This is an optimization exercise on Yosys and OpenROAD, whose aim is small area and few clock cycles per item, not a production implementation.
In this exercise RTL edits were held to simulation tests only and were not proved equivalent to the original.
Power figures rest on the tool's default switching activity, not on a simulated workload.

## bfc
module bfc (
    input  wire        clk,
    input  wire        rst,         
    input  wire        cmd_valid,
    output wire        cmd_ready,
    input  wire [31:0] cmd_data,
    output wire        rsp_valid,
    input  wire        rsp_ready,
    output wire [31:0] rsp_data
);
clock: 7.0 ns
lec_check: 0
abc_area: 1
cap_margin: 20
core_margin: 2
core_utilization: 65
cts_buf_list: sky130_fd_sc_hd__clkbuf_4
gpl_timing_driven: 0
place_density: 0.8
setup_slack_margin: 0.2
slew_margin: 20
standard.sh (not shown) runs the stock make flow with config.mk's settings and CLKGATE_MAP_FILE= SYNTH_SCRIPT=/design/flow/synth_recipe.tcl, a recipe that flattens the netlist after the stock synthesis.
==> flow/flow/run.sh <==
#!/bin/bash
# Own layout flow: the standard synthesis, then the combinational logic
# between the registers re-mapped for area with a few ABC scripts (the
# smallest result with enough pre-layout timing slack is kept; registers
# untouched), then the standard layout
# with plain buf_1 port buffers.
set -euo pipefail
work=$(pwd)
plat=${FLOW_PLATFORM:-sky130hd}
res=$work/orfs/results/$plat/bfc/base
lib=$FLOW_HOME/platforms/$plat/lib/sky130_fd_sc_hd__tt_025C_1v80.lib
yosys_bin=$FLOW_HOME/../tools/install/yosys/bin/yosys
[[ -x $yosys_bin ]] || yosys_bin=yosys

# 1. standard synthesis
bash standard.sh synth > log_1_standard_synth.log 2>&1

# 2. re-map the logic between the registers, one run per ABC script
cp "$res/1_2_yosys.v" "$work/std_1_2_yosys.v"
du=$(sed 's/^/-dont_use /' "$work/flow/dont_use.txt" | tr '\n' ' ')
nff_std=$(grep -c 'sky130_fd_sc_hd__[a-z]*df[a-z0-9_]* ' "$work/std_1_2_yosys.v" || true)
best=""
best_area=""
best_ok=0
for abc in "$work"/flow/area*.abc; do
    t=$(basename "$abc" .abc)
    sed -e "s#{LIB}#$lib#g" -e "s#{IN}#$work/std_1_2_yosys.v#" \
        -e "s#{ABC}#$abc#" -e "s#{DONT_USE}#$du#" \
        -e "s#{STAT}#$work/remap_$t.stat#" -e "s#{OUT}#$work/remap_$t.v#" \
        "$work/flow/remap.ys" > "$work/remap_$t.ys"
    ( cd "$work" && "$yosys_bin" -l "$work/log_2_remap_$t.log" -q "remap_$t.ys" > /dev/null 2>&1 || true ) &
done
wait
plat_dir=$FLOW_HOME/platforms/$plat
or_bin=$FLOW_HOME/../tools/install/OpenROAD/bin/openroad
[[ -x $or_bin ]] || or_bin=openroad
min_slack=1.3
best_slack=""
for abc in "$work"/flow/area*.abc; do
    t=$(basename "$abc" .abc)
    [[ -s $work/remap_$t.v && -s $work/remap_$t.stat ]] || continue
    nff=$(grep -c 'sky130_fd_sc_hd__[a-z]*df[a-z0-9_]* ' "$work/remap_$t.v" || true)
    [[ $nff == "$nff_std" ]] || continue
    a=$(sed -n 's/.*Chip area for module .*: \([0-9.]*\).*/\1/p' "$work/remap_$t.stat" | head -1)
    [[ -n $a ]] || continue
    s=$(TECH_LEF=$plat_dir/lef/sky130_fd_sc_hd.tlef SC_LEF=$plat_dir/lef/sky130_fd_sc_hd_merged.lef \
        LIB=$lib NL=$work/remap_$t.v SDC=$work/constraint.sdc \
        "$or_bin" -no_init -exit "$work/flow/sta.tcl" 2> "$work/log_2_sta_$t.err" | tee "$work/log_2_sta_$t.log" |
        sed -n 's/^worst slack max \([-0-9.]*\).*/\1/p' | head -1)
    [[ -n $s ]] || continue
    echo "$t area $a slack $s" >> "$work/remap_areas.txt"
    # smallest area among those with enough slack for the layout; failing
    # that, the largest slack
    ok=$(awk -v s="$s" -v m="$min_slack" 'BEGIN{print (s >= m) ? 1 : 0}')
    if [[ $ok == 1 ]]; then
        if [[ -z $best_area || $best_ok == 0 ]] || awk -v a="$a" -v b="$best_area" 'BEGIN{exit !(a < b)}'; then
            best=$t; best_area=$a; best_slack=$s; best_ok=1
        fi
    elif [[ -z $best_area ]] || { [[ $best_ok == 0 ]] && awk -v s="$s" -v b="$best_slack" 'BEGIN{exit !(s > b)}'; }; then
        best=$t; best_area=$a; best_slack=$s; best_ok=0
    fi
done
echo "chosen: ${best:-standard} ${best_area} ${best_slack}" >> "$work/remap_areas.txt"
if [[ -n $best ]]; then
    sleep 1
    cp "$work/remap_$best.v" "$res/1_2_yosys.v"
    touch "$res/1_2_yosys.v"
fi

# 3. standard layout from the re-mapped netlist
bash standard.sh "BUFFER_PORTS_ARGS=-buffer_cell sky130_fd_sc_hd__buf_1" finish > log_3_standard_finish.log 2>&1
==> flow/flow/area6.abc <==
strash; dc2; balance -l; resub -K 6 -l; rewrite -l; resub -K 6 -N 2 -l; refactor -l; resub -K 8 -l; balance -l; resub -K 8 -N 2 -l; rewrite -l; resub -K 10 -l; rewrite -z -l; resub -K 10 -N 2 -l; balance -l; resub -K 12 -l; refactor -z -l; resub -K 12 -N 2 -l; rewrite -z -l; balance -l; &get -n; &deepsyn -T 30; &put
dch -f; amap -F 1000 -A 1000 -C 1000; topo; upsize -c -D 3000; dnsize -c -D 3000
==> flow/flow/area7.abc <==
strash; dc2; balance -l; resub -K 6 -l; rewrite -l; resub -K 6 -N 2 -l; refactor -l; resub -K 8 -l; balance -l; resub -K 8 -N 2 -l; rewrite -l; resub -K 10 -l; rewrite -z -l; resub -K 10 -N 2 -l; balance -l; resub -K 12 -l; refactor -z -l; resub -K 12 -N 2 -l; rewrite -z -l; balance -l; &get -n; &deepsyn -T 30; &put
dch -f; amap -F 1000 -A 1000 -C 1000; topo; upsize -c -D 2800; dnsize -c -D 2800
Other scripts of this flow, unchanged in this note and not shown: flow/flow/area1.abc, flow/flow/area4.abc, flow/flow/area5.abc, flow/flow/dont_use.txt, flow/flow/remap.ys, flow/flow/sta.tcl
Testbench counts at the start, summed over its fixed seeds: cycles 17,559, items 17,559.
Rerun with:
--- a/flow/flow/run.sh
+++ b/flow/flow/run.sh
@@ -36,3 +36,3 @@
 [[ -x $or_bin ]] || or_bin=openroad
-min_slack=1.3
+min_slack=1.0
 best_slack=""
==> flow/flow/area3.abc (new file) <==
strash; dc2; balance -l; resub -K 6 -l; rewrite -l; resub -K 6 -N 2 -l; refactor -l; resub -K 8 -l; balance -l; resub -K 8 -N 2 -l; rewrite -l; resub -K 10 -l; rewrite -z -l; resub -K 10 -N 2 -l; balance -l; resub -K 12 -l; refactor -z -l; resub -K 12 -N 2 -l; rewrite -z -l; balance -l; &get -n; &deepsyn -T 30; &put
dch -f; amap; topo
Settings changed: CORE_UTILIZATION 65 to 50, PLACE_DENSITY 0.8 to 0.65, SETUP_SLACK_MARGIN 0.2 to 0.3.
removed: flow/flow/area6.abc
removed: flow/flow/area7.abc
Count of clock-buffer cells in the layout does not change.
Final area goes down by 0.48%.
Via count goes down by about 4%.
Sequential share of layout area is about the same.
First-iteration DRC count goes down by about 20%.
Setup slack loses 140 ps.
Wire length goes up by 8.6%.
Area after synthesis goes down by about 0.4%.
Register-to-register slack loses 50 ps.
Rerun with:
--- a/flow/flow/run.sh
+++ b/flow/flow/run.sh
@@ -36,3 +36,3 @@
 [[ -x $or_bin ]] || or_bin=openroad
-min_slack=1.0
+min_slack=1.3
 best_slack=""
==> flow/flow/area6.abc (new file) <==
strash; dc2; balance -l; resub -K 6 -l; rewrite -l; resub -K 6 -N 2 -l; refactor -l; resub -K 8 -l; balance -l; resub -K 8 -N 2 -l; rewrite -l; resub -K 10 -l; rewrite -z -l; resub -K 10 -N 2 -l; balance -l; resub -K 12 -l; refactor -z -l; resub -K 12 -N 2 -l; rewrite -z -l; balance -l; &get -n; &deepsyn -T 30; &put
dch -f; amap -F 1000 -A 1000 -C 1000; topo; upsize -c -D 3000; dnsize -c -D 3000
==> flow/flow/area7.abc (new file) <==
strash; dc2; balance -l; resub -K 6 -l; rewrite -l; resub -K 6 -N 2 -l; refactor -l; resub -K 8 -l; balance -l; resub -K 8 -N 2 -l; rewrite -l; resub -K 10 -l; rewrite -z -l; resub -K 10 -N 2 -l; balance -l; resub -K 12 -l; refactor -z -l; resub -K 12 -N 2 -l; rewrite -z -l; balance -l; &get -n; &deepsyn -T 30; &put
dch -f; amap -F 1000 -A 1000 -C 1000; topo; upsize -c -D 2800; dnsize -c -D 2800
Settings changed: SETUP_SLACK_MARGIN 0.3 to 0.35.
removed: flow/flow/area3.abc
After rerunning: The new run ran to the end with no violations. Combinational power is higher by about 3%. Design area is higher by about 1.3%. Area after synthesis is higher by 0.41%. Register-to-register slack improved by 90 ps. Sequential share of layout area is lower by 0.10 points. Fmax is higher by 3.2%. Flip-flop and latch count is unchanged. Synthesized cell count stays the same. Routed wire length is higher by 2.1%.
Rerun with:
==> flow/flow/area3.abc (new file) <==
strash; dc2; balance -l; resub -K 6 -l; rewrite -l; resub -K 6 -N 2 -l; refactor -l; resub -K 8 -l; balance -l; resub -K 8 -N 2 -l; rewrite -l; resub -K 10 -l; rewrite -z -l; resub -K 10 -N 2 -l; balance -l; resub -K 12 -l; refactor -z -l; resub -K 12 -N 2 -l; rewrite -z -l; balance -l; &get -n; &deepsyn -T 30; &put
dch -f; amap; topo
Settings changed: SETUP_SLACK_MARGIN 0.35 to 0.2.
removed: flow/flow/area6.abc
removed: flow/flow/area7.abc
Outcome: The new run passed the timing, design-rule and antenna checks; worst setup slack loses 13 ps; routed wire length went down by 6.1%; fmax stays flat; via count is lower by about 3.4%; clock skew increases by 8.3 ps; count of clock-buffer cells in the layout stays the same; utilization went down by 1.2 points; power drops by about 5%; cell count grows by 1.4%; hold slack is worse by 19 ps.

## separate check: timing with driven ports
In the flow no input, the clock included, has a driving cell. The finished layouts below were timed again as built, in two steps. Step 1, drivers: a clkbuf_16 drives clk and a buf_2 each remaining input, both assumed. Step 2, shift: input delay + t, output delay - t, t = (earliest + latest rising clock arrival at the registers) / 2. This alone moves slack from input paths to output paths. a / b / c = ideal / step 1 / step 2; a / b = the first two.
| run | t, ns | setup WS [ns] | hold slack, ns | worst register clock-pin slew, ns | worst data-port slew with drivers (ns) |
|---|---|---|---|---|---|
| the first run | 0.290 | 0.413 / 0.391 / 0.391 | 0.523 / 0.523 / 0.523 | 0.08 / 0.08 | 0.04 |
| the second run | 0.308 | 0.269 / 0.238 / 0.238 | 0.518 / 0.518 / 0.518 | 0.08 / 0.08 | 0.04 |
| the third run | 0.321 | 0.478 / 0.450 / 0.450 | 0.525 / 0.525 / 0.525 | 0.09 / 0.09 | 0.03 |
| the fourth run | 0.289 | 0.465 / 0.437 / 0.437 | 0.506 / 0.506 / 0.506 | 0.08 / 0.08 | 0.03 |
After both steps setup and hold are still met in every run listed. For the second run, which loses most, drivers alone change the setup slack by -0.031 ns; drivers and shift together by -0.031 ns.
